This design comes from an exercise in tuning for small area, a short achievable clock period and few clock cycles per item on the open sky130 flow, not from production work. Function was not checked in any run shown here: the RTL went through the layout flow alone. Power is estimated from default activity; no workload was simulated.

===== flow/config.mk =====
export PLATFORM = sky130hd
export DESIGN_NAME = tcp_rx
export DESIGN_NICKNAME = tcp_rx
export VERILOG_FILES = /design/flow/design.v
export SDC_FILE = /design/flow/constraint.sdc
export NUM_CORES = 4
export LEC_CHECK = 0
export CAP_MARGIN = 20
export CORE_MARGIN = 2
export CORE_UTILIZATION = 40
export PLACE_DENSITY = 0.6
export SLEW_MARGIN = 20

===== flow/constraint.sdc =====
create_clock -name core_clock -period 11.0 [get_ports {clk}]
set_input_delay 2.2000 -clock core_clock [delete_from_list [all_inputs] [get_ports {clk}]]
set_output_delay 2.2000 -clock core_clock [all_outputs]
set_load 0.01 [all_outputs]

===== flow/design.v =====
module tcp_rx (
    input  wire        clk,
    input  wire        rst,
    input  wire        start,
    output wire        ready,
    input  wire        raw,
    input  wire [31:0] src_addr,
    input  wire [31:0] dst_addr,
    input  wire [15:0] len,
    input  wire        in_valid,
    output wire        in_ready,
    input  wire [31:0] in_data,
    output reg         done,
    output reg  [1:0]  result,
    output reg  [15:0] csum,
    output reg  [2:0]  seg_class,
    output reg  [15:0] payload_len,
    output reg  [15:0] sport,
    output reg  [15:0] dport,
    output reg  [31:0] seq_num,
    output reg  [31:0] ack_num,
    output reg  [3:0]  doff,
    output reg  [5:0]  flags,
    output reg  [15:0] window,
    output reg  [15:0] cksum_field,
    output reg  [15:0] urg_ptr
);
    localparam [1:0] RES_OK        = 2'd0;
    localparam [1:0] RES_MALFORMED = 2'd1;
    localparam [1:0] RES_CHECKSUM  = 2'd2;
    localparam [2:0] C_NONE   = 3'd0;
    localparam [2:0] C_DATA   = 3'd1;
    localparam [2:0] C_SYN    = 3'd2;
    localparam [2:0] C_SYNACK = 3'd3;
    localparam [2:0] C_ACK    = 3'd4;
    localparam [2:0] C_FIN    = 3'd5;
    localparam [2:0] C_FINACK = 3'd6;
    function [31:0] csa;
        input [15:0] a;
        input [15:0] b;
        input [15:0] c;
        reg   [15:0] s, k;
        begin
            s   = a ^ b ^ c;
            k   = (a & b) | (a & c) | (b & c);
            csa = {k[14:0], k[15], s};
        end
    endfunction
    function [15:0] eac_add;
        input [15:0] a;
        input [15:0] b;
        reg   [15:0] g, p, gg, pp, c;
        integer i, l;
        begin
            g  = a & b;
            p  = a ^ b;
            gg = g;
            pp = a | b;
            for (l = 1; l < 16; l = l * 2)
                for (i = 15; i >= l; i = i - 1) begin
                    gg[i] = gg[i] | (pp[i] & gg[i-l]);
                    pp[i] = pp[i] & pp[i-l];
                end
            c[0] = gg[15];
            for (i = 1; i < 16; i = i + 1)
                c[i] = gg[i-1] | (pp[i-1] & gg[15]);
            eac_add = p ^ c;
        end
    endfunction
    reg         ready_q;      
    reg         in_ready_q;   
    reg         pend_q;       
    reg         raw_q;
    reg  [1:0]  low_q;        
    reg         short_q;      
    reg         hok_q;        
    reg         clr_q;        
    reg  [13:0] rem_q;        
    reg  [4:0]  hc_q;         
    reg  [15:0] sx_q, sy_q;   
    assign ready    = ready_q;
    assign in_ready = in_ready_q;
    wire beat   = in_valid & in_ready_q;
    wire last   = (rem_q == 14'd0) | ((rem_q == 14'd1) & (low_q == 2'd0));
    wire busy0  = ~ready_q & ~in_ready_q;          
    wire clr    = clr_q;                           
    wire [3:0] lane_ok;
    assign lane_ok[3] = 1'b1;
    assign lane_ok[2] = (rem_q != 14'd0) | (low_q != 2'd1);
    assign lane_ok[1] = (rem_q != 14'd0) | (low_q == 2'd3);
    assign lane_ok[0] = (rem_q != 14'd0);
    wire [3:0]  lane = lane_ok & {4{in_ready_q}};
    wire [31:0] dm   = in_data & {{8{lane[3]}}, {8{lane[2]}}, {8{lane[1]}}, {8{lane[0]}}};
    wire [15:0] op_z = raw_q          ? 16'd0 :
                       busy0          ? 16'd6 :
                       (hc_q == 5'd0) ? {rem_q, low_q} :
                       (hc_q == 5'd1) ? 16'd6 : 16'd0;
    wire [31:0] l1 = csa(clr ? 16'd0 : sx_q, clr ? 16'd0 : sy_q, op_z);
    wire [15:0] op_a = ready_q ? src_addr[31:16] : l1[15:0];
    wire [15:0] op_b = ready_q ? src_addr[15:0]  : l1[31:16];
    wire [15:0] op_c = ready_q ? dst_addr[31:16] : dm[31:16];
    wire [15:0] op_d = ready_q ? dst_addr[15:0]  : dm[15:0];
    wire [31:0] l2 = csa(op_a, op_b, op_c);
    wire [31:0] l3 = csa(l2[15:0], l2[31:16], op_d);
    wire [15:0] fold   = eac_add(sx_q, sy_q);
    wire        sum_ok = ((sx_q ^ sy_q) == 16'hFFFF) | ((sx_q & sy_q) == 16'hFFFF);
    wire [4:0]  hc_inc    = hc_q + 5'd1;
    wire        hc_ge4    = (hc_q[4:2] != 3'd0);    
    wire        pl_take   = beat & hc_ge4 & (hc_q == {1'b0, doff});
    wire        pl_clear  = beat & (hc_q == 5'd0);
    wire        hdr_fit   = beat & hc_ge4 & (hc_inc == {1'b0, doff}) & (rem_q != 14'd0);
    wire        malformed = short_q | (doff < 4'd5) | ~hok_q;
    wire [5:0]  k         = flags & 6'h17;
    reg  [2:0]  cls;
    always @(*) begin
        if (payload_len != 16'd0)
            cls = ((flags & 6'h07) == 6'h00) ? C_DATA : C_NONE;
        else begin
            case (k)
                6'h02:   cls = C_SYN;
                6'h12:   cls = C_SYNACK;
                6'h10:   cls = C_ACK;
                6'h01:   cls = C_FIN;
                6'h11:   cls = C_FINACK;
                default: cls = C_NONE;
            endcase
        end
    end
    always @(posedge clk) begin
        csum        <= ~fold;
        seg_class   <= cls;
        if (raw_q)
            result <= RES_OK;
        else if (malformed)
            result <= RES_MALFORMED;
        else if (!sum_ok)
            result <= RES_CHECKSUM;
        else
            result <= RES_OK;
    end
    always @(posedge clk) begin
        if (in_valid || !in_ready_q)
            {sy_q, sx_q} <= l3;
    end
    always @(posedge clk) begin
        if (beat) begin
            case (hc_q)
                5'd0: begin
                    sport <= in_data[31:16];
                    dport <= in_data[15:0];
                end
                5'd1: seq_num <= in_data;
                5'd2: ack_num <= in_data;
                5'd3: begin
                    doff   <= in_data[31:28];
                    flags  <= in_data[21:16];
                    window <= in_data[15:0];
                end
                5'd4: begin
                    cksum_field <= in_data[31:16];
                    urg_ptr     <= in_data[15:0];
                end
                default: ;
            endcase
        end
    end
    always @(posedge clk) begin
        if (ready_q && start) begin
            raw_q <= raw;
            low_q   <= len[1:0];
            short_q <= (len[15:2] < 14'd5);
        end
        if (pl_clear)
            payload_len <= 16'd0;
        else if (pl_take)
            payload_len <= {rem_q, low_q};
        if (pl_clear)
            hok_q <= 1'b0;
        else if (hdr_fit)
            hok_q <= 1'b1;
        if (ready_q)
            clr_q <= raw;
        else if (beat)
            clr_q <= 1'b0;
        if (ready_q)
            hc_q <= 5'd0;
        else if (beat && hc_q != 5'd16)
            hc_q <= hc_inc;
        if (ready_q)
            rem_q <= len[15:2];
        else if (beat)
            rem_q <= rem_q - 14'd1;
    end
    always @(posedge clk) begin
        if (rst) begin
            ready_q    <= 1'b1;
            in_ready_q <= 1'b0;
            pend_q     <= 1'b0;
            done       <= 1'b0;
        end else begin
            done <= ready_q & pend_q;
            if (ready_q) begin
                if (start) begin
                    ready_q    <= 1'b0;
                    in_ready_q <= (len != 16'd0);
                    pend_q     <= 1'b0;
                end else begin
                    pend_q     <= 1'b0;
                end
            end else if (busy0) begin
                ready_q <= 1'b1;
                pend_q  <= 1'b1;
            end else if (beat && last) begin
                in_ready_q <= 1'b0;
                ready_q    <= 1'b1;
                pend_q     <= 1'b1;
            end
        end
    end
endmodule

===== flow/flow/run.sh =====
#!/bin/bash
# Layout flow: the standard ORFS flow (standard.sh) with these changes:
# - ports buffered by the smallest plain buffer (buf_1) instead of the
#   delay-cell buffer buffer_ports picks by default;
# - timing repair aimed at a setup margin below the clock period, so the
#   resizer works on the paths that set the achieved period;
# - clock tree synthesis without dummy loads.
# The make output goes to standard.log; each ORFS step writes its own log
# under orfs/logs/.
set -euo pipefail
bash standard.sh \
  "BUFFER_PORTS_ARGS=-buffer_cell sky130_fd_sc_hd__buf_1" \
  "SETUP_SLACK_MARGIN=7.7" \
  "CTS_ARGS=-sink_clustering_enable -repair_clock_nets -dont_use_dummy_load -sink_clustering_size 25 -sink_clustering_max_diameter 150" \
  finish > standard.log 2>&1

===== flow/standard.sh =====
#!/bin/bash
# synth_recipe.tcl (not shown) runs the flow's synth.tcl, then flattens the netlist and writes it again
# the make line also repeats each setting of config.mk as NAME=value (left out here)
make -C /OpenROAD-flow-scripts/flow DESIGN_CONFIG=/design/flow/config.mk WORK_HOME=/design/flow/orfs CLKGATE_MAP_FILE= SYNTH_SCRIPT=/design/flow/synth_recipe.tcl "${@:-finish}"

==> reports/summary.txt, run 1 <==
outcome = no timing/DRC/antenna violations
TritonCTS clock tree = done
R2R depth = 13
worst-case clock buffer depth = 3
final worst path period share = 0.308
clock network latency to the later pin of the worst-skew pair = 0.51 ns
clock-pin transition on the worst setup and hold timing paths = 0.11 ns
Floorplan Core Area = 28700 um^2
Final Slew Violations = 0
leakage power figure = 5.38 nW
clock share of power = 0.189
Die Outline Area = 30500 um^2
Final setup violation count = 0
count of mapped cells out of synthesis = 857
distinct cell type count after synthesis = 59
number of DRC markers in iteration 0 = 562
EDFF count, synth = 205
Net Sw Frac = 0.346
Yosys warning count = 1
global-route wire length before repair = 50500 um
maximum ir drop on the vdd rail = 99.2 uV
hold-critical path depth = 2
kind of start point of the critical path = primary input
end of the worst hold path = done
Worst Hold Launch = pend_q
critical path class = primary input to flip-flop
commonest cells after routing, fill and taps aside = buf_1 (297), edfxtp_1 (205), inv_1 (83), nor2_1 (78), dfxtp_1 (39)
area of the mapped netlist = 11700 um^2
Port Buf Inserts = 310
number of nets produced by synthesis = 1062
beginning of the worst register-to-register path = hc_q[0]
remaining number of nets flagged by the antenna check after routing = 0
setup total negative slack = 0 ns
endpoint arrival time on the critical path = 3.65 ns
via/cell ratio = 5.15
Starting Density = 0.406
Routed wire per std cell = 21.9 um
reg2reg end = sx_q[4]
power density cells = 189 nW/um^2
site row count = 62
clock root buffer = clkbuf_16
fraction of layout instances using a drive strength above 1 = 0.165
type of the most critical hold path = flip-flop to flip-flop
post-synthesis sequential element count = 252
layout overhead on the synthesized area = 25.5%
CTS sink cnt = 252
pin count of the biggest net entering global routing = 43
# H-tree levels = 1
Slew HR = 0.382
Final Hold Violating Endpoints = 0
post-layout minimum cycle time = 3.39 ns
Least-Margin Pin Slew = 0.924 ns
worst-case clock skew = 0.0929 ns
first-pass iteration count of the detailed router = 5
Final Wtd Congestion = 0.910
ys async rst share = 0
HPWL after DPL = 25400 um
Post-CTS Hold Fix Bufs = 0
total wire length after detailed routing = 34800 um
fin area = 14600 um^2
most common cell after layout, fill and taps aside = buf_1
count of pins on the block boundary = 311
net switching component of the power = 0.956 mW
combinational share of power = 0.370
share of the yosys chip area belonging to registers = 0.608
total via count after detailed routing = 8186
number of buffers added by the clock tree synthesis step = 14
Worst R2R Setup Slack = 7.63 ns
data required time at the worst endpoint = 11.27 ns
Placed Area = 13700 um^2
upper clock frequency limit = 0.295 GHz
Avg Cell Area, Syn = 13.6 um^2
leading register cell type out of synthesis = edfxtp_1
Die H = 175 um
remaining routing DRC violations = 0
antenna violations before repair = 2
total congestion overflow after global routing = 0
fillers = 2623
endpoint kind of the worst setup timing path = flip-flop
final net count = 1411
number of global-route vias before repair = 8039
peak fanout along the critical path = 1
global-route total usage across every layer = 0.222
RSZ-0062 raised after global routing = true
max-cap violations = 0
internal power of the cells = 1.81 mW
Chip Width = 175 um
sequential power share = 0.442
==> worst max-delay path: stages <==
cell     delay [ns]
buf_1          0.08
a22oi_2        0.38
fa_1           0.49
inv_2          0.08
fa_2           0.43
==> sequential cells by signal, indices dropped and copies added, names as in the netlist, 2 cells and up <==
signal       count
payload_len     16
rem_q           14
seq_num         32
sport           16
sy_q            16
urg_ptr         16
doff             4
ack_num         32
window          16
csum            16
low_q            2
sx_q            16
dport           16
flags            6
result           2
hc_q             5
cksum_field     16
seg_class        3
==> cell type report <==
type                       instances  area, um^2  area share
tap                              384         480      0.0328
clock buffer                      14         350      0.0239
multi-input combinational        496        4750       0.324
inverter                          88         335      0.0229
sequential                       252        7120       0.486
timing repair buffer             354        1600       0.110
antenna                            1        2.50    0.000171
==> worst max path at each step <==
stage,from,endpoint,cells after the start
6_report,dst_addr[26],sx_q[10],5
5_1_grt,hc_q[0],sx_q[6],13
4_1_cts,in_valid,seq_num[28],3
3_5_place_dp,in_valid,payload_len[11],6
3_3_place_gp,in_valid,payload_len[3],6
2_1_floorplan,in_valid,cksum_field[0],2
==> what timing repair did <==
item | 4_1_cts | 5_1_grt
gates cloned | 1 | 2
gates resized for setup | 37 | 33
endpoints found under the setup margin | 125 | 151
buffers inserted | 29 | 7
pin swaps | 16 | 31
==> synth_stat cells, drive strengths merged (5+ instances only) <==
master    n  area share
a21oi    24       0.011
nand2b    5      0.0027
a22o     16       0.012
nand4    15      0.0093
nor2     80       0.026
and3      5      0.0027
a31oi     5      0.0040
nor4     20       0.012
nand3     7      0.0030
o31ai     5      0.0045
fa       49       0.084
dfxtp    47       0.081
nand2    26      0.0084
o21bai    5      0.0032
nor3     11      0.0047
clkbuf   19      0.0061
a211oi    6      0.0039
mux2i    45       0.039
xor2     13      0.0098
ha       39       0.042
o21ai    20      0.0086
and2     16      0.0086
inv      88       0.028
a22oi    16       0.010
nor2b     5      0.0027
edfxtp  205        0.53
xnor2    23       0.017
==> layer usage <==
layer,global-route usage,part of all wire
met1,0.298,0.43
met2,0.372,0.48
met3,0.0352,0.066
met4,0.0632,0.026
met5,0,0
==> logic make-up (layout without fill, tap and decap cells) <==
group,after synthesis,after routing,synth area share
AOI/OAI and AO/OA,116,116,0.0724
xor gates and xnor gates,36,36,0.0270
adders and majority gates,88,88,0.126
buffers and inverters,111,456,0.0358
DFF,252,252,0.608
muxes,46,46,0.0396
other,0,1,0
and+or+nand+nor,208,210,0.0909
==> power groups by stage <==
stage	sequential (mW)	combinational (mW)	clock, mW
finish	1.22	1.02	0.521
global route	1.23	1.13	0.563
CTS	1.22	1.02	0.537
detailed placement	1.25	0.980	0
global placement	1.25	0.964	0
floorplan	1.24	0.683	0
==> stage by stage <==
stage | worst slack (ns) | util | instances | power (mW) | hold WS [ns]
finish | 7.61 | 0.510 | 1589 | 2.76 | 0.466
global route | 7.54 | 0.510 | 1589 | 2.92 | 0.483
CTS | 7.60 | 0.504 | 1578 | 2.78 | 0.463
detailed placement | 6.89 | 0.478 | 1534 | 2.23 | 0.445
global placement | 6.91 | 0.478 | 1534 | 2.22 | 0.444
floorplan | 7.21 | - | 857 | 1.92 | 0.420
==> inputs of run 2 (changes only) <==
==> flow/flow/run.sh (replaced) <==
#!/bin/bash
# Layout flow: the standard ORFS flow (standard.sh) with these changes:
# - ports buffered by the smallest plain buffer (buf_1) instead of the
#   delay-cell buffer buffer_ports picks by default;
# - timing repair aimed at a setup margin below the clock period, so the
#   resizer works on the paths that set the achieved period; that
#   timing repair only resizes cells, swaps pins and removes buffers
#   (SETUP_MOVE_SEQUENCE), it inserts no buffers;
# - clock tree synthesis without dummy loads, with sink clusters of up to
#   25 registers.
# The make output goes to standard.log; each ORFS step writes its own log
# under orfs/logs/.
set -euo pipefail
bash standard.sh \
  "BUFFER_PORTS_ARGS=-buffer_cell sky130_fd_sc_hd__buf_1" \
  "SETUP_SLACK_MARGIN=7.7" \
  "SETUP_MOVE_SEQUENCE=unbuffer,sizeup,swap" \
  "CTS_ARGS=-sink_clustering_enable -repair_clock_nets -dont_use_dummy_load -sink_clustering_size 25 -sink_clustering_max_diameter 150" \
  finish > standard.log 2>&1
==> run 2 against run 1 <==
Effect of this change:
- power down 0.78%
- flip-flop and latch count unchanged
- wire length is 4.5% lower
- core utilization fell by 1.4 points
- register-to-register slack got worse by 0.40 ns
- highest routed layer unchanged
- still clean
- clock skew down 0.0045 ns
- hold slack lost 0.0070 ns
- first-iteration DRC count is 16% lower
- clock-buffer cell count did not move
==> reports/summary.txt, run 2 <==
Placement Setup Slack = 6.89 ns
global-route wire length before repair = 49100 um
count of mapped cells out of synthesis = 857
GRT met3 Usage = 0.0376
maximum ir drop on the vdd rail = 98.1 uV
power density cells = 193 nW/um^2
type of the most critical hold path = flip-flop to flip-flop
clock root buffer = clkbuf_16
worst-case clock skew = 0.0884 ns
first-pass iteration count of the detailed router = 4
utilization after layout = 0.496
Synth Area in Compound Gates = 0.0724
hold-critical path depth = 2
top-count cell post-synth = edfxtp_1
leakage power figure = 5.15 nW
reg2reg end = sx_q[6]
fraction of layout instances using a drive strength above 1 = 0.126
cell taking the most area after synthesis = edfxtp_1
most common cell after layout, fill and taps aside = buf_1
number of DRC markers in iteration 0 = 473
standard cell with the maximum stage delay on the critical path = dfxtp_4
global routing met1 resource utilization = 0.292
busiest layer in global routing = met2
endpoint arrival time on the critical path = 1.65 ns
endpoint kind of the worst setup timing path = output pin
post-synthesis share of cell area spent on xor and xnor gates = 0.0270
Worst path depth = 1
data required time at the worst endpoint = 8.80 ns
largest delay contributor family on the critical path = flip-flops
Final Wtd Congestion = 0.910
number of global-route vias before repair = 7839
setup total negative slack = 0 ns
largest family of logic cells by synthesized area = adder cells
HPWL after DPL = 25400 um
post-synthesis sequential element count = 252
Crit. Startpoint = ready_q
TritonCTS clock tree = done
antenna violations before repair = 1
worst path bufs/invs = 1
count of pins on the block boundary = 311
commonest cells after routing, fill and taps aside = buf_1 (301), edfxtp_1 (205), inv_1 (86), nor2_1 (78), dfxtp_1 (41)
kind of start point of the critical path = flip-flop
Slew HR = 0.391
layout overhead on the synthesized area = 22.1%
peak fanout along the critical path = 62
# H-tree levels = 1
Synth Area in Adders = 0.126
ys async rst share = 0
distinct cell type count after synthesis = 59
outcome = no timing/DRC/antenna violations
leading register cell type out of synthesis = edfxtp_1
max-cap violations = 0
Final setup violation count = 0
worst-case clock buffer depth = 3
number of nets produced by synthesis = 1062
fin worst setup slack = 7.15 ns
area of the mapped netlist = 11700 um^2
total congestion overflow after global routing = 0
via/cell ratio = 5.13
Post-CTS Setup Repair Bufs = 0
share of the yosys chip area belonging to registers = 0.608
Routed wire per std cell = 21.4 um
CTS sink cnt = 252
upper clock frequency limit = 0.260 GHz
synth top area cells = edfxtp_1 (53%), fa_1 (8.4%), dfxtp_1 (8.1%)
number of buffers added by the clock tree synthesis step = 14
Floorplan Core Area = 28700 um^2
Post-CTS Hold Fix Bufs = 0
Chip Width = 175 um
remaining routing DRC violations = 0
Worst R2R Setup Slack = 7.23 ns
pin count of the biggest net entering global routing = 63
total wire length after detailed routing = 33200 um
remaining number of nets flagged by the antenna check after routing = 0
Least-Margin Pin Slew = 0.914 ns
final worst path period share = 0.350
endpoint of the worst setup timing path = ready
Die H = 175 um
list of cells traversed by the critical path = buf_6
post-layout minimum cycle time = 3.85 ns
site row count = 62
critical path class = flip-flop to output pin
met2 Track Usage GR = 0.356
share of cell area taken by muxes after synthesis = 0.0396
Die Outline Area = 30500 um^2
RSZ-0062 raised after global routing = true
clock network latency to the later pin of the worst-skew pair = 0.50 ns
Final Hold Violating Endpoints = 0
total via count after detailed routing = 7954
post-synthesis simple-gate area fraction = 0.0909
Yosys warning count = 1
Port Buf Inserts = 310
final net count = 1372
clock-pin transition on the worst setup and hold timing paths = 0.10 ns
Avg Cell Area, Syn = 13.6 um^2
most frequent cells after synthesis = edfxtp_1 (205), inv_1 (88), nor2_1 (80)
biggest cell delay along the critical path = 0.95 ns
global-route total usage across every layer = 0.216
Starting Density = 0.406
R2R depth = 8
EDFF count, synth = 205
beginning of the worst register-to-register path = ready_q
registers with the most flip-flops = ack_num: 32 flops, seq_num: 32 flops
share of the synthesized area in the top cell type = 0.528
Final Slew Violations = 0
## run 2: cell counts after synthesis
Identical to the previous run, type by type.
## run 2: worst min-delay path by stage
stage	startpoint	to
after global placement	pend_q	done
after floorplan	pend_q	done
after CTS	pend_q	done
after global routing	pend_q	done
final	pend_q	done
after detailed placement	pend_q	done
## run 2: logic make-up (layout without fill, tap and decap cells)
group | count (synthesis) | count (layout)
xor+xnor | 36 | 36
simple gates | 208 | 208
mux | 46 | 46
buf+inv | 111 | 419
fa+ha+maj | 88 | 88
compound gates | 116 | 116
flops | 252 | 252
other cells | 0 | 1
## run 2: timing repair
action                                  CTS  global route
pin swaps                                 2             4
endpoints found under the setup margin  125            82
gates cloned                              0             0
resized for setup                        13            37
## run 2: report_power, final
| part | switching [mW] | leakage (nW) | internal (mW) |
|---|---|---|---|
| clock network | 0.292 | 0.173 | 0.229 |
| logic | 0.585 | 2.67 | 0.404 |
| registers | 0.0706 | 2.31 | 1.16 |
| total | 0.947 | 5.15 | 1.79 |
## run 2: metrics by stage
step / power [mW] / instances / cell area [um^2] / hold WS [ns]
after floorplan: 1.92 / 857 / 12100 / 0.420
after global placement: 2.22 / 1534 / 13700 / 0.444
after detailed placement: 2.23 / 1534 / 13700 / 0.445
after CTS: 2.76 / 1548 / 14100 / 0.463
after global routing: 2.90 / 1550 / 14200 / 0.483
final: 2.74 / 1550 / 14200 / 0.459
## run 2: final cells by class
class                      count  area [um^2]
fill                        2638        14500
clock buffer                  14          350
antenna                        1         2.50
sequential                   252         7110
timing repair buffer         317         1270
multi-input combinational    494         4700
tap                          384          480
inverter                      88          330
## run 2: metal layers
layer | wire length, um | up-vias | share of wire
li1 | - | 3675 | -
met1 | 14300 | 3924 | 0.43
met2 | 15800 | 311 | 0.48
met3 | 2070 | 44 | 0.062
met4 | 1020 | 0 | 0.031
met5 | 0 | - | 0
==> inputs of run 3 (changes only) <==
--- a/flow/design.v
+++ b/flow/design.v
@@ -46,27 +46,6 @@
             csa = {k[14:0], k[15], s};
         end
     endfunction
-    function [15:0] eac_add;
-        input [15:0] a;
-        input [15:0] b;
-        reg   [15:0] g, p, gg, pp, c;
-        integer i, l;
-        begin
-            g  = a & b;
-            p  = a ^ b;
-            gg = g;
-            pp = a | b;
-            for (l = 1; l < 16; l = l * 2)
-                for (i = 15; i >= l; i = i - 1) begin
-                    gg[i] = gg[i] | (pp[i] & gg[i-l]);
-                    pp[i] = pp[i] & pp[i-l];
-                end
-            c[0] = gg[15];
-            for (i = 1; i < 16; i = i + 1)
-                c[i] = gg[i-1] | (pp[i-1] & gg[15]);
-            eac_add = p ^ c;
-        end
-    endfunction
     reg         ready_q;      
     reg         in_ready_q;   
     reg         pend_q;       
@@ -76,39 +55,44 @@
     reg         hok_q;        
     reg         clr_q;        
     reg  [13:0] rem_q;        
+    reg         rz_q;         
     reg  [4:0]  hc_q;         
-    reg  [15:0] sx_q, sy_q;   
+    reg  [15:0] sx_q, sy_q, sz_q;   
     assign ready    = ready_q;
     assign in_ready = in_ready_q;
     wire beat   = in_valid & in_ready_q;
-    wire last   = (rem_q == 14'd0) | ((rem_q == 14'd1) & (low_q == 2'd0));
+    wire last   = rz_q | ((rem_q == 14'd1) & (low_q == 2'd0));
     wire busy0  = ~ready_q & ~in_ready_q;          
     wire clr    = clr_q;                           
     wire [3:0] lane_ok;
     assign lane_ok[3] = 1'b1;
-    assign lane_ok[2] = (rem_q != 14'd0) | (low_q != 2'd1);
-    assign lane_ok[1] = (rem_q != 14'd0) | (low_q == 2'd3);
-    assign lane_ok[0] = (rem_q != 14'd0);
+    assign lane_ok[2] = ~rz_q | (low_q != 2'd1);
+    assign lane_ok[1] = ~rz_q | (low_q == 2'd3);
+    assign lane_ok[0] = ~rz_q;
     wire [3:0]  lane = lane_ok & {4{in_ready_q}};
     wire [31:0] dm   = in_data & {{8{lane[3]}}, {8{lane[2]}}, {8{lane[1]}}, {8{lane[0]}}};
     wire [15:0] op_z = raw_q          ? 16'd0 :
                        busy0          ? 16'd6 :
                        (hc_q == 5'd0) ? {rem_q, low_q} :
                        (hc_q == 5'd1) ? 16'd6 : 16'd0;
-    wire [31:0] l1 = csa(clr ? 16'd0 : sx_q, clr ? 16'd0 : sy_q, op_z);
-    wire [15:0] op_a = ready_q ? src_addr[31:16] : l1[15:0];
-    wire [15:0] op_b = ready_q ? src_addr[15:0]  : l1[31:16];
-    wire [15:0] op_c = ready_q ? dst_addr[31:16] : dm[31:16];
-    wire [15:0] op_d = ready_q ? dst_addr[15:0]  : dm[15:0];
-    wire [31:0] l2 = csa(op_a, op_b, op_c);
-    wire [31:0] l3 = csa(l2[15:0], l2[31:16], op_d);
-    wire [15:0] fold   = eac_add(sx_q, sy_q);
-    wire        sum_ok = ((sx_q ^ sy_q) == 16'hFFFF) | ((sx_q & sy_q) == 16'hFFFF);
+    wire [31:0] l1 = csa(clr ? 16'd0 : sx_q, clr ? 16'd0 : sy_q, clr ? 16'd0 : sz_q);
+    wire [31:0] l2 = csa(l1[15:0], l1[31:16], op_z);
+    wire [15:0] op_a = ready_q ? src_addr[31:16] : l2[15:0];
+    wire [15:0] op_b = ready_q ? src_addr[15:0]  : dm[31:16];
+    wire [15:0] op_c = ready_q ? dst_addr[31:16] : dm[15:0];
+    wire [31:0] l3 = csa(op_a, op_b, op_c);
+    wire [15:0] nz = ready_q ? dst_addr[15:0] : l2[31:16];
+    wire [15:0] fs     = l1[15:0];
+    wire [15:0] fc     = l1[31:16];
+    wire [16:0] fs0    = {1'b0, fs} + {1'b0, fc};
+    wire [15:0] fs1    = fs + fc + 16'd1;
+    wire [15:0] fold   = fs0[16] ? fs1 : fs0[15:0];
+    wire        sum_ok = ((fs ^ fc) == 16'hFFFF) | ((fs & fc) == 16'hFFFF);
     wire [4:0]  hc_inc    = hc_q + 5'd1;
     wire        hc_ge4    = (hc_q[4:2] != 3'd0);    
     wire        pl_take   = beat & hc_ge4 & (hc_q == {1'b0, doff});
     wire        pl_clear  = beat & (hc_q == 5'd0);
-    wire        hdr_fit   = beat & hc_ge4 & (hc_inc == {1'b0, doff}) & (rem_q != 14'd0);
+    wire        hdr_fit   = beat & hc_ge4 & (hc_inc == {1'b0, doff}) & ~rz_q;
     wire        malformed = short_q | (doff < 4'd5) | ~hok_q;
     wire [5:0]  k         = flags & 6'h17;
     reg  [2:0]  cls;
@@ -139,8 +123,10 @@
             result <= RES_OK;
     end
     always @(posedge clk) begin
-        if (in_valid || !in_ready_q)
+        if (in_valid || !in_ready_q) begin
             {sy_q, sx_q} <= l3;
+            sz_q         <= nz;
+        end
     end
     always @(posedge clk) begin
         if (beat) begin
@@ -186,10 +172,13 @@
             hc_q <= 5'd0;
         else if (beat && hc_q != 5'd16)
             hc_q <= hc_inc;
-        if (ready_q)
+        if (ready_q) begin
             rem_q <= len[15:2];
-        else if (beat)
+            rz_q  <= (len[15:2] == 14'd0);
+        end else if (beat) begin
             rem_q <= rem_q - 14'd1;
+            rz_q  <= (rem_q == 14'd1);
+        end
     end
     always @(posedge clk) begin
         if (rst) begin
==> flow/flow/run.sh (replaced) <==
#!/bin/bash
# Layout flow: the standard ORFS flow (standard.sh) with these changes:
# - ports buffered by the smallest plain buffer (buf_1) instead of the
#   delay-cell buffer buffer_ports picks by default;
# - timing repair aimed at a setup margin below the clock period, so the
#   resizer works on the paths that set the achieved period;
# - clock tree synthesis without dummy loads.
# The make output goes to standard.log; each ORFS step writes its own log
# under orfs/logs/.
set -euo pipefail
bash standard.sh \
  "BUFFER_PORTS_ARGS=-buffer_cell sky130_fd_sc_hd__buf_1" \
  "SETUP_SLACK_MARGIN=7.7" \
  "CTS_ARGS=-sink_clustering_enable -repair_clock_nets -dont_use_dummy_load -sink_clustering_size 25 -sink_clustering_max_diameter 150" \
  finish > standard.log 2>&1
==> run 3 against run 2 <==
Effect of this change:
- via count up 8.3%
- flip-flop and latch count up 17
- global-route usage down 0.83 points
- final area up 5.0%
- fmax up 15%
- wire length up 3.8%
- area after synthesis up 5.8%
- worst setup slack better by 0.51 ns
- critical path type is now flip-flop to flip-flop
- critical path depth up 11
- still clean
- sequential share of layout area up 0.99 points
- die area up 5.7%
- clock-buffer cell count unchanged
==> reports/summary.txt, run 3 <==
share of the yosys chip area belonging to registers = 0.616
number of global-route vias before repair = 8430
remaining number of nets flagged by the antenna check after routing = 0
DP Cell Count = 1595
type of the most critical hold path = flip-flop to flip-flop
# H-tree levels = 1
site row count = 64
via/cell ratio = 5.24
Die H = 180 um
Slew HR = 0.299
reg2reg end = csum[14]
Final Wtd Congestion = 0.882
Worst R2R Setup Slack = 7.66 ns
post-layout minimum cycle time = 3.34 ns
HPWL after DPL = 25400 um
endpoint arrival time on the critical path = 3.75 ns
antenna violations before repair = 1
Port Buf Inserts = 310
total via count after detailed routing = 8615
Avg Cell Area, Syn = 13.4 um^2
Final Hold Violating Endpoints = 0
number of nets produced by synthesis = 1111
upper clock frequency limit = 0.299 GHz
registers with the most flip-flops = ack_num: 32 flops, seq_num: 32 flops
area of the mapped netlist = 12300 um^2
first-pass iteration count of the detailed router = 5
Die Outline Area = 32300 um^2
fraction of layout instances using a drive strength above 1 = 0.108
TritonCTS clock tree = done
maximum ir drop on the vdd rail = 85.3 uV
setup total negative slack = 0 ns
kind of start point of the critical path = flip-flop
max-cap violations = 0
hold-critical path depth = 2
peak fanout along the critical path = 48
layout overhead on the synthesized area = 21.1%
leakage power figure = 5.56 nW
final net count = 1437
beginning of the worst register-to-register path = clr_q
end of the worst hold path = hok_q
power density cells = 187 nW/um^2
count of mapped cells out of synthesis = 921
worst-case clock buffer depth = 3
Final Slew Violations = 0
Least-Margin Pin Slew = 1.05 ns
Routed wire per std cell = 21.0 um
clock network latency to the later pin of the worst-skew pair = 0.50 ns
most common cell after layout, fill and taps aside = buf_1
distinct cell type count after synthesis = 59
number of buffers added by the clock tree synthesis step = 14
share of the synthesized area in the top cell type = 0.540
Floorplan Core Area = 30500 um^2
R2R depth = 12
remaining routing DRC violations = 0
outcome = no timing/DRC/antenna violations
total congestion overflow after global routing = 0
critical path class = flip-flop to flip-flop
ys async rst share = 0
clock-pin transition on the worst setup and hold timing paths = 0.11 ns
Starting Density = 0.405
most frequent cells after synthesis = edfxtp_1 (222), inv_1 (78), nand2b_1 (55)
final worst path period share = 0.304
global-route total usage across every layer = 0.207
pin count of the biggest net entering global routing = 67
clock root buffer = clkbuf_16
count of pins on the block boundary = 311
worst-case clock skew = 0.0456 ns
Chip Width = 180 um
Final setup violation count = 0
total wire length after detailed routing = 34500 um
synth top area cells = edfxtp_1 (54%), fa_1 (7.9%), dfxtp_1 (7.6%)
Yosys warning count = 1
global-route wire length before repair = 51600 um
EDFF count, synth = 222
Worst Hold Launch = hok_q
final worst hold slack = 0.485 ns
final non-filler cell total = 1643
data required time at the worst endpoint = 11.40 ns
commonest cells after routing, fill and taps aside = buf_1 (306), edfxtp_1 (222), inv_1 (77), nand2b_1 (51), nor2_1 (49)
RSZ-0062 raised after global routing = true
CTS sink cnt = 269
endpoint kind of the worst setup timing path = flip-flop
top-count cell post-synth = edfxtp_1
post-synthesis sequential element count = 269
number of DRC markers in iteration 0 = 751
leading register cell type out of synthesis = edfxtp_1
cell taking the most area after synthesis = edfxtp_1
[run 3: cell count changes after synthesis, sizes merged, moves of 12 or more]
cell	previous run	this run
o21ai	20	32
edfxtp	205	222
nand2	26	45
a22o	16	0
nor2	80	50
a21oi	24	37
nand2b	5	55
mux2	1	15
mux2i	45	32
ha	39	24
[run 3: final cells by class]
class	instances	area [um^2]
clock buffer	14	350
inverter	78	293
timing repair buffer	348	1500
antenna	2	5.00
multi-input combinational	536	4690
fill	2815	15600
tap	396	495
sequential	269	7620
[run 3: metrics by stage]
stage	util	power, mW	cell area [um^2]	worst slack, ns
floorplan	-	1.82	12400	7.49
global placement	0.457	2.06	13900	7.00
detailed placement	0.457	2.07	13900	6.96
CTS	0.484	2.75	14800	7.67
global route	0.490	2.94	15000	7.51
finish	0.490	2.79	15000	7.66
[run 3: timing repair]
| action | 4_1_cts | 5_1_grt |
|---|---|---|
| hold buffers | 0 | 0 |
| resized for setup | 52 | 29 |
| setup endpoints to repair | 64 | 105 |
| buffers inserted | 21 | 11 |
| pin swaps | 11 | 7 |
[run 3: power by group]
group | leakage, nW | switching, mW | total [mW] | internal [mW]
registers | 2.49 | 0.0402 | 1.25 | 1.21
clock network | 0.173 | 0.311 | 0.541 | 0.230
logic | 2.89 | 0.568 | 0.998 | 0.429
total | 5.56 | 0.920 | 2.79 | 1.87
[run 3: worst max path at each step]
stage / start / endpoint / slack (ns)
5_1_grt: clr_q / csum[9] / 7.51
2_1_floorplan: in_valid / cksum_field[0] / 7.49
3_3_place_gp: in_valid / payload_len[2] / 7.00
4_1_cts: flags[0] / flags[0] / 7.67
6_report: clr_q / csum[14] / 7.66
3_5_place_dp: in_valid / payload_len[4] / 6.96
[run 3: per-layer routing]
layer / wire length [um] / up-vias / GRT usage
li1: - / 3903 / -
met1: 14800 / 4297 / 0.284
met2: 16800 / 376 / 0.347
met3: 2100 / 39 / 0.0302
met4: 787 / 0 / 0.0530
met5: 0 / - / 0
[run 3: cell families after synthesis]
| kind of cell | count (synthesis) | share of synthesized area |
|---|---|---|
| AOI/OAI and AO/OA | 140 | 0.0724 |
| DFF | 269 | 0.616 |
| xor gates and xnor gates | 34 | 0.0241 |
| adders and majority gates | 73 | 0.104 |
| and+or+nand+nor | 242 | 0.106 |
| buffers and inverters | 116 | 0.0383 |
| muxes | 47 | 0.0396 |
[run 3: critical path, cell delays in order (launching register included)]
cell,delay [ns]
edfxtp_1,0.43
buf_12,0.19
nand2b_1,0.18
fa_1,0.54
inv_1,0.09
ha_4,0.33
and3_4,0.23
nand4_1,0.26
a2bb2oi_4,0.24
nand2_4,0.14
mux2i_4,0.31
a41oi_2,0.15
xor2_1,0.16
==> inputs of run 4 (changes only) <==
--- a/flow/flow/run.sh
+++ b/flow/flow/run.sh
@@ -10,6 +10,6 @@
 set -euo pipefail
 bash standard.sh \
   "BUFFER_PORTS_ARGS=-buffer_cell sky130_fd_sc_hd__buf_1" \
-  "SETUP_SLACK_MARGIN=7.7" \
+  "SETUP_SLACK_MARGIN=7.8" \
   "CTS_ARGS=-sink_clustering_enable -repair_clock_nets -dont_use_dummy_load -sink_clustering_size 25 -sink_clustering_max_diameter 150" \
   finish > standard.log 2>&1
==> run 4 against run 3 <==
Effect of this change:
- still clean on timing, DRC and antenna
- critical path depth grew 2
- wire length increased by 4.6%
- core utilization rose by 3.8 points
- area after synthesis unchanged
- final cell count rose by 3.2%
- worst setup slack got worse by 0.053 ns
- sequential power barely moved
- synthesized cell count did not move
- hold slack worse by 0.046 ns
- first-iteration DRC count down 21%
- fmax decreased by 1.6%
- largest cell class unchanged
- highest routed layer unchanged
==> reports/summary.txt, run 4 <==
number of global-route vias before repair = 8689
commonest cells after routing, fill and taps aside = edfxtp_1 (222), buf_1 (139), clkbuf_2 (114), inv_1 (66), buf_4 (66)
Final setup violation count = 0
clock network latency to the later pin of the worst-skew pair = 0.50 ns
synth top area cells = edfxtp_1 (54%), fa_1 (7.9%), dfxtp_1 (7.6%)
fillers = 2680
worst-case clock skew = 0.0311 ns
cell taking the most area after synthesis = edfxtp_1
remaining routing DRC violations = 0
beginning of the worst register-to-register path = clr_q
Crit. Startpoint = clr_q
registers with the most flip-flops = ack_num: 32 flops, seq_num: 32 flops
TritonCTS clock tree = done
via/cell ratio = 5.17
leakage power figure = 6.50 nW
total wire length after detailed routing = 36000 um
Die H = 180 um
type of the most critical hold path = flip-flop to flip-flop
share of the yosys chip area belonging to registers = 0.616
most frequent cells after synthesis = edfxtp_1 (222), inv_1 (78), nand2b_1 (55)
outcome = no timing/DRC/antenna violations
peak fanout along the critical path = 7
largest delay contributor family on the critical path = simple AND/OR/NAND/NOR gates
upper clock frequency limit = 0.294 GHz
worst-case clock buffer depth = 3
RSZ-0062 raised after global routing = true
clock-pin transition on the worst setup and hold timing paths = 0.11 ns
standard cell with the maximum stage delay on the critical path = fa_1
first-pass iteration count of the detailed router = 5
remaining number of nets flagged by the antenna check after routing = 0
power density cells = 185 nW/um^2
count of mapped cells out of synthesis = 921
most common cell after layout, fill and taps aside = edfxtp_1
global-route wire length before repair = 53800 um
final worst path period share = 0.309
crit-path most repeated cell = buf_8
Floorplan Core Area = 30500 um^2
setup total negative slack = 0 ns
total congestion overflow after global routing = 0
Avg Cell Area, Syn = 13.4 um^2
ys async rst share = 0
final net count = 1488
list of cells traversed by the critical path = buf_8, buf_8, nand2b_4, fa_1, inv_2, ha_4, buf_6, nand4_1, nor4_4, a2bb2oi_4, nand2_4, mux2i_4, a41oi_2, xor2_1
post-synthesis sequential element count = 269
data required time at the worst endpoint = 11.38 ns
clock root buffer = clkbuf_16
Yosys warning count = 1
endpoint kind of the worst setup timing path = flip-flop
Starting Density = 0.405
biggest cell delay along the critical path = 0.54 ns
Post-CTS Hold Fix Bufs = 0
leading register cell type out of synthesis = edfxtp_1
HPWL after DPL = 25200 um
max-cap violations = 0
antenna violations before repair = 2
top-count cell post-synth = edfxtp_1
worst path bufs/invs = 4
total design power = 2.98 mW
Port Buf Inserts = 310
Slew HR = 0.242
critical path class = flip-flop to flip-flop
DP Cell Count = 1594
distinct cell type count after synthesis = 59
pin count of the biggest net entering global routing = 63
count of pins on the block boundary = 311
Final Hold Violating Endpoints = 0
maximum ir drop on the vdd rail = 92.6 uV
final non-filler cell total = 1696
Routed wire per std cell = 21.2 um
CTS sink cnt = 269
Final Wtd Congestion = 0.857
Worst Hold Launch = pend_q
post-layout minimum cycle time = 3.40 ns
# H-tree levels = 1
kind of start point of the critical path = flip-flop
share of the synthesized area in the top cell type = 0.540
fraction of layout instances using a drive strength above 1 = 0.326
global-route total usage across every layer = 0.217
Final Slew Violations = 0
area of the mapped netlist = 12300 um^2
Chip Width = 180 um
endpoint arrival time on the critical path = 3.78 ns
number of nets produced by synthesis = 1111
EDFF count, synth = 222
site row count = 64
number of buffers added by the clock tree synthesis step = 14
Least-Margin Pin Slew = 1.14 ns
total via count after detailed routing = 8769
Die Outline Area = 32300 um^2
number of DRC markers in iteration 0 = 593
layout overhead on the synthesized area = 30.5%
[run 4: final timing paths]
path              slack, ns  depth (start not counted)        to
hold reg to reg        0.44                          2      done
setup / recovery       7.60                         14  csum[14]
hold / removal         0.44                          2      done
setup reg to reg       7.60                         14  csum[14]
[run 4: tightest hold or removal path, cell delays in order (launching register included)]
cell and delay (ns):
dfxtp_1 0.32, nand2_1 0.05, nor2_1 0.03
[run 4: layout make-up]
| type | count | area (um^2) | share of cell area |
|---|---|---|---|
| Sequential cell | 269 | 7640 | 0.475 |
| Multi-Input combinational cell | 539 | 5000 | 0.311 |
| Timing Repair Buffer | 396 | 2310 | 0.143 |
| Tap cell | 396 | 495 | 0.0308 |
| Clock buffer | 14 | 350 | 0.0217 |
| Inverter | 78 | 297 | 0.0184 |
| Antenna cell | 4 | 10.0 | 0.000621 |
[run 4: cell families after synthesis]
group           Yosys count  synth area share
xor+xnor                 34            0.0241
simple gates            242             0.106
mux                      47            0.0396
buf+inv                 116            0.0383
compound gates          140            0.0724
fa+ha+maj                73             0.104
flops                   269             0.616
[run 4: per-stage QoR]
stage / instance area [um^2] / worst slack (ns) / hold slack, ns / util
after global placement: 14000 / 6.93 / 0.430 / 0.459
after floorplan: 12500 / 7.50 / 0.410 / -
after global routing: 16100 / 7.49 / 0.488 / 0.528
after CTS: 15400 / 7.67 / 0.441 / 0.506
final: 16100 / 7.60 / 0.440 / 0.528
after detailed placement: 14000 / 6.88 / 0.429 / 0.459
[run 4: repair_timing]
action | 4_1_cts | 5_1_grt
setup endpoints to repair | 272 | 330
pin swaps | 32 | 35
cloned | 4 | 2
setup buffers | 54 | 24
resized for setup | 170 | 175
endpoints found under the hold margin | 0 | 0
[run 4: layer usage]
| metal | up-vias | track usage | routed length (um) |
|---|---|---|---|
| li1 | 4025 | - | - |
| met1 | 4348 | 0.287 | 15000 |
| met2 | 349 | 0.367 | 17900 |
| met3 | 47 | 0.0334 | 1970 |
| met4 | 0 | 0.0732 | 1120 |
| met5 | - | 0 | 0 |
[run 4: where the power goes]
part           switching (mW)  total [mW]  leakage [nW]  internal, mW
Combinational           0.620        1.17          3.82         0.554
Sequential             0.0579        1.27          2.50          1.22
Clock                   0.305       0.535         0.173         0.230
Total                   0.983        2.98          6.50          2.00

-- what the ideal ports hide --
Ports are ideal in the flow. The routed layouts listed here were re-timed in OpenROAD. Step 1, drivers: a clkbuf_16 drives clk and a buf_2 each remaining input, both assumed. Step 2, shift: input delay + t, output delay - t, t = (earliest + latest rising clock arrival at the registers) / 2. This alone moves slack from input paths to output paths. Slacks: ideal ports / drivers / drivers and shift; pairs: ideal ports / drivers.
| run | shift t [ns] | setup WS [ns] | hold slack, ns | latest minus earliest clock arrival (ns) | worst register clock-pin slew, ns |
|---|---|---|---|---|---|
| run 1 | 0.511 | 7.613 / 7.627 / 7.120 | 0.466 / 0.466 / 0.466 | 0.096 / 0.096 | 0.11 / 0.11 |
| run 2 | 0.509 | 7.149 / 7.100 / 7.072 | 0.459 / 0.459 / 0.459 | 0.092 / 0.092 | 0.11 / 0.11 |
| run 3 | 0.532 | 7.655 / 7.630 / 7.317 | 0.485 / 0.485 / 0.485 | 0.051 / 0.051 | 0.11 / 0.11 |
| run 4 | 0.534 | 7.602 / 7.602 / 7.314 | 0.440 / 0.440 / 0.440 | 0.032 / 0.031 | 0.11 / 0.11 |
After both steps every run listed still meets setup and hold. For run 1, which loses most, drivers alone change the setup slack by +0.014 ns; drivers and shift together by -0.493 ns.
